From an optimization exercise on the open Yosys and OpenROAD flow, aimed at small area and few clock cycles; shortcuts taken in it are not production practice.
The RTL was checked by simulation tests, not by an equivalence proof against the original design.
Power and IR drop assume default switching activity.

lane 1:
Design pte_core, start of the top module:
module pte_core (
    input  wire       clk,
    input  wire       rst,
    input  wire       wr_en,
    input  wire [6:0] wr_addr,
    input  wire [7:0] wr_data,
    output wire       wr_ready,
    input  wire       start,
    input  wire       cfg_packet,    
    input  wire [2:0] cfg_order,     
    input  wire [5:0] cfg_count,     
    input  wire [5:0] cfg_group,     
    input  wire [5:0] cfg_zigzag,    
    input  wire       cfg_gamma,
    output wire       busy,
    output wire       out_valid,
    input  wire       out_ready,
    output wire [7:0] out_data,
    output wire       out_last
);
Size: about 830 flip-flops, about 32000 um^2 of cells after synthesis.
Settings: LEC_CHECK=0, CAP_MARGIN=20, CORE_MARGIN=2, CORE_UTILIZATION=60, PLACE_DENSITY=0.78, SLEW_MARGIN=20; clock period 30.0 ns.
standard.sh (not shown) runs the stock make flow with config.mk's settings and CLKGATE_MAP_FILE= SYNTH_SCRIPT=/design/flow/synth_recipe.tcl, a recipe that flattens the netlist after the stock synthesis.
==> flow/flow/run.sh <==
#!/bin/bash
set -euo pipefail
W=$(pwd)
CTS_SIZE=26
CTS_DIAM=75

rm -rf "$W/scripts_abc"
cp -r "$FLOW_HOME/scripts" "$W/scripts_abc"
cp "$W/flow/abc.script" "$W/scripts_abc/abc_speed.script"

CTS="-sink_clustering_enable -repair_clock_nets -dont_use_dummy_load"
CTS="$CTS -buf_list sky130_fd_sc_hd__clkbuf_16"
CTS="$CTS -sink_clustering_size $CTS_SIZE -sink_clustering_max_diameter $CTS_DIAM"

bash "$W/standard.sh" "SCRIPTS_DIR=$W/scripts_abc" "ADDER_MAP_FILE=" synth > "$W/log_synth.txt" 2>&1
bash "$W/standard.sh" "CTS_ARGS=$CTS" "BUFFER_PORTS_ARGS=-buffer_cell sky130_fd_sc_hd__buf_1" finish > "$W/log_finish.txt" 2>&1
==> flow/flow/abc.script <==
&get -n
&st
&syn3
&deepsyn -T 300
&dch -f
&nf -R 1000
&put
Lane 1: all stages complete, timing, DRC and antenna checks passed
Testbench counts of lane 1, summed over its fixed seeds: cycles 58,779.
For lane 2, these inputs were changed with respect to lane 1:
# lane 1
export LEC_CHECK = 0
export CAP_MARGIN = 20
export CORE_MARGIN = 2
export CORE_UTILIZATION = 60
export PLACE_DENSITY = 0.78
export SLEW_MARGIN = 20
create_clock -name core_clock -period 30.0 [get_ports {clk}]
# lane 2
export LEC_CHECK = 0
export CAP_MARGIN = 20
export CORE_MARGIN = 2
export CORE_UTILIZATION = 65
export SLEW_MARGIN = 20
create_clock -name core_clock -period 30.0 [get_ports {clk}]
diff --git a/flow/flow/run.sh b/flow/flow/run.sh
--- a/flow/flow/run.sh
+++ b/flow/flow/run.sh
@@ -3,4 +3,4 @@
 W=$(pwd)
-CTS_SIZE=26
-CTS_DIAM=75
+CTS_SIZE=29
+CTS_DIAM=82
 
==> run summary <==
Cmp lane 2 vs lane 1: combinational power higher in lane 2. Going from lane 1 to lane 2, instance count after placement with tap cells included shows a reduction of 2.1%; global-route wire length before repair climbed about 1.4%; summed area of non-filler cells in the final layout comparable. Compared with lane 1, in lane 2 vertical extent of the die decreased about 4%, total power consumption of the routed design went down about 1.2%.

* * *

## run 1
pte_core again, from the RTL that the note above started with.
export LEC_CHECK = 0
export CAP_MARGIN = 10
export CORE_MARGIN = 2
export CORE_UTILIZATION = 65
export SLEW_MARGIN = 10
create_clock -name core_clock -period 30.0 [get_ports {clk}]
==> flow/flow/run.sh <==
#!/bin/bash
set -euo pipefail
W=$(pwd)
CTS_SIZE=30
CTS_DIAM=85

rm -rf "$W/scripts_abc"
cp -r "$FLOW_HOME/scripts" "$W/scripts_abc"
cp "$W/flow/abc.script" "$W/scripts_abc/abc_speed.script"

CTS="-sink_clustering_enable -repair_clock_nets -dont_use_dummy_load"
CTS="$CTS -buf_list sky130_fd_sc_hd__clkbuf_16"
CTS="$CTS -sink_clustering_size $CTS_SIZE -sink_clustering_max_diameter $CTS_DIAM"

bash "$W/standard.sh" "SCRIPTS_DIR=$W/scripts_abc" "ADDER_MAP_FILE=" synth > "$W/log_synth.txt" 2>&1
bash "$W/standard.sh" "CTS_ARGS=$CTS" "BUFFER_PORTS_ARGS=-buffer_cell sky130_fd_sc_hd__buf_1" finish > "$W/log_finish.txt" 2>&1
Scripts as last shown in full above: flow/flow/abc.script
Having completed the whole flow, run 1 delivered a layout that passed the timing, DRC and antenna checks.
Testbench counts of run 1, summed over its fixed seeds: cycles 58,779.
Input-level comparison between run 2 and run 1:
Settings: an added PLACE_DENSITY of 0.85; a change of CAP_MARGIN from 10 to 20; a change of CORE_UTILIZATION from 65 to 60; a change of SLEW_MARGIN from 10 to 20.
diff --git a/flow/flow/run.sh b/flow/flow/run.sh
--- a/flow/flow/run.sh
+++ b/flow/flow/run.sh
@@ -2,6 +2,6 @@
 set -euo pipefail
 W=$(pwd)
-CTS_SIZE=30
-CTS_DIAM=85
+CTS_SIZE=28
+CTS_DIAM=80
 
 rm -rf "$W/scripts_abc"
==> comparison <==
Cell area in run 2 is about 0.5% above run 1. Fraction of area in clock buffers and inverters of run 1 is on par with run 2. From run 1 to run 2 the numbers moved as follows: first-iteration detailed-routing DRC count rose by 25%, biggest cell delay along the critical path fell by 60 ps, cell area after synthesis stayed essentially flat. Run 2 ended up with a higher placed instance count than run 1 did. Run 1 and run 2 ended up with roughly the same share of the cycle needed by the critical path after routing. Run 2 reports a higher clock-buffer cell count than run 1 does. Comparing run 1 and run 2, the higher die span in y was measured on run 2. NOTE synthesized cell count run 1->run 2 increased slightly. On routed wire length, run 2 tracks run 1 almost exactly.
What run 3 does differently from run 2 at the input level:
Settings: a deleted PLACE_DENSITY that had been 0.85; a change of CORE_UTILIZATION from 60 to 65.
diff --git a/flow/flow/run.sh b/flow/flow/run.sh
--- a/flow/flow/run.sh
+++ b/flow/flow/run.sh
@@ -2,6 +2,6 @@
 set -euo pipefail
 W=$(pwd)
-CTS_SIZE=28
-CTS_DIAM=80
+CTS_SIZE=26
+CTS_DIAM=75
 
 rm -rf "$W/scripts_abc"
--- outcome ---
For run 3 and run 2, there was not a single run that failed to finish clean. The number of well taps in run 3 sits 11% below the value recorded for run 2. Run 3 vs. run 2: global-route wire length before repair shows a reduction of 1400 um; post-cts hold buffer count shows no meaningful change; fraction of the cycle the final worst path needs shows an increase of 0.20 points. Run 3 reports a higher count of clock-buffer cells in the layout than run 2 does. Going from run 2 to run 3, met2 demand-to-capacity share in global routing higher; number of placement rows lower; highest clock rate lower; met1 wire length higher; setup slack lower. For combined area of all synthesized cells, run 3 and run 2 come out practically identical.

-- port drivers added, routing unchanged --
The flow's constraints put no driver on any port. The routed layouts listed below were extracted and timed again, unchanged, in two steps. Step 1: set_driving_cell puts a clkbuf_16 on clk and a buf_2 on each other input, an assumption about the parent block. Step 2 also shifts input and output timing later by t, the mid clock arrival at the registers, as if the neighbouring blocks saw the same clock. Three values: no drivers, after step 1, after step 2; two values: the first two.
run | t (ns) | setup slack, ns | cell pins on the clock port's net
lane 1 | 0.660 | 14.775 / 14.720 / 14.720 | 1
lane 2 | 0.646 | 14.797 / 14.774 / 14.774 | 1
run 1 | 0.612 | 14.710 / 14.651 / 14.651 | 1
run 2 | 0.646 | 14.711 / 14.658 / 14.658 | 1
run 3 | 0.628 | 14.649 / 14.593 / 14.593 | 1
After both steps setup and hold are still met in every run listed. The setup slack of run 1, which loses most, moves by -0.059 ns with the drivers and by -0.059 ns with both steps.
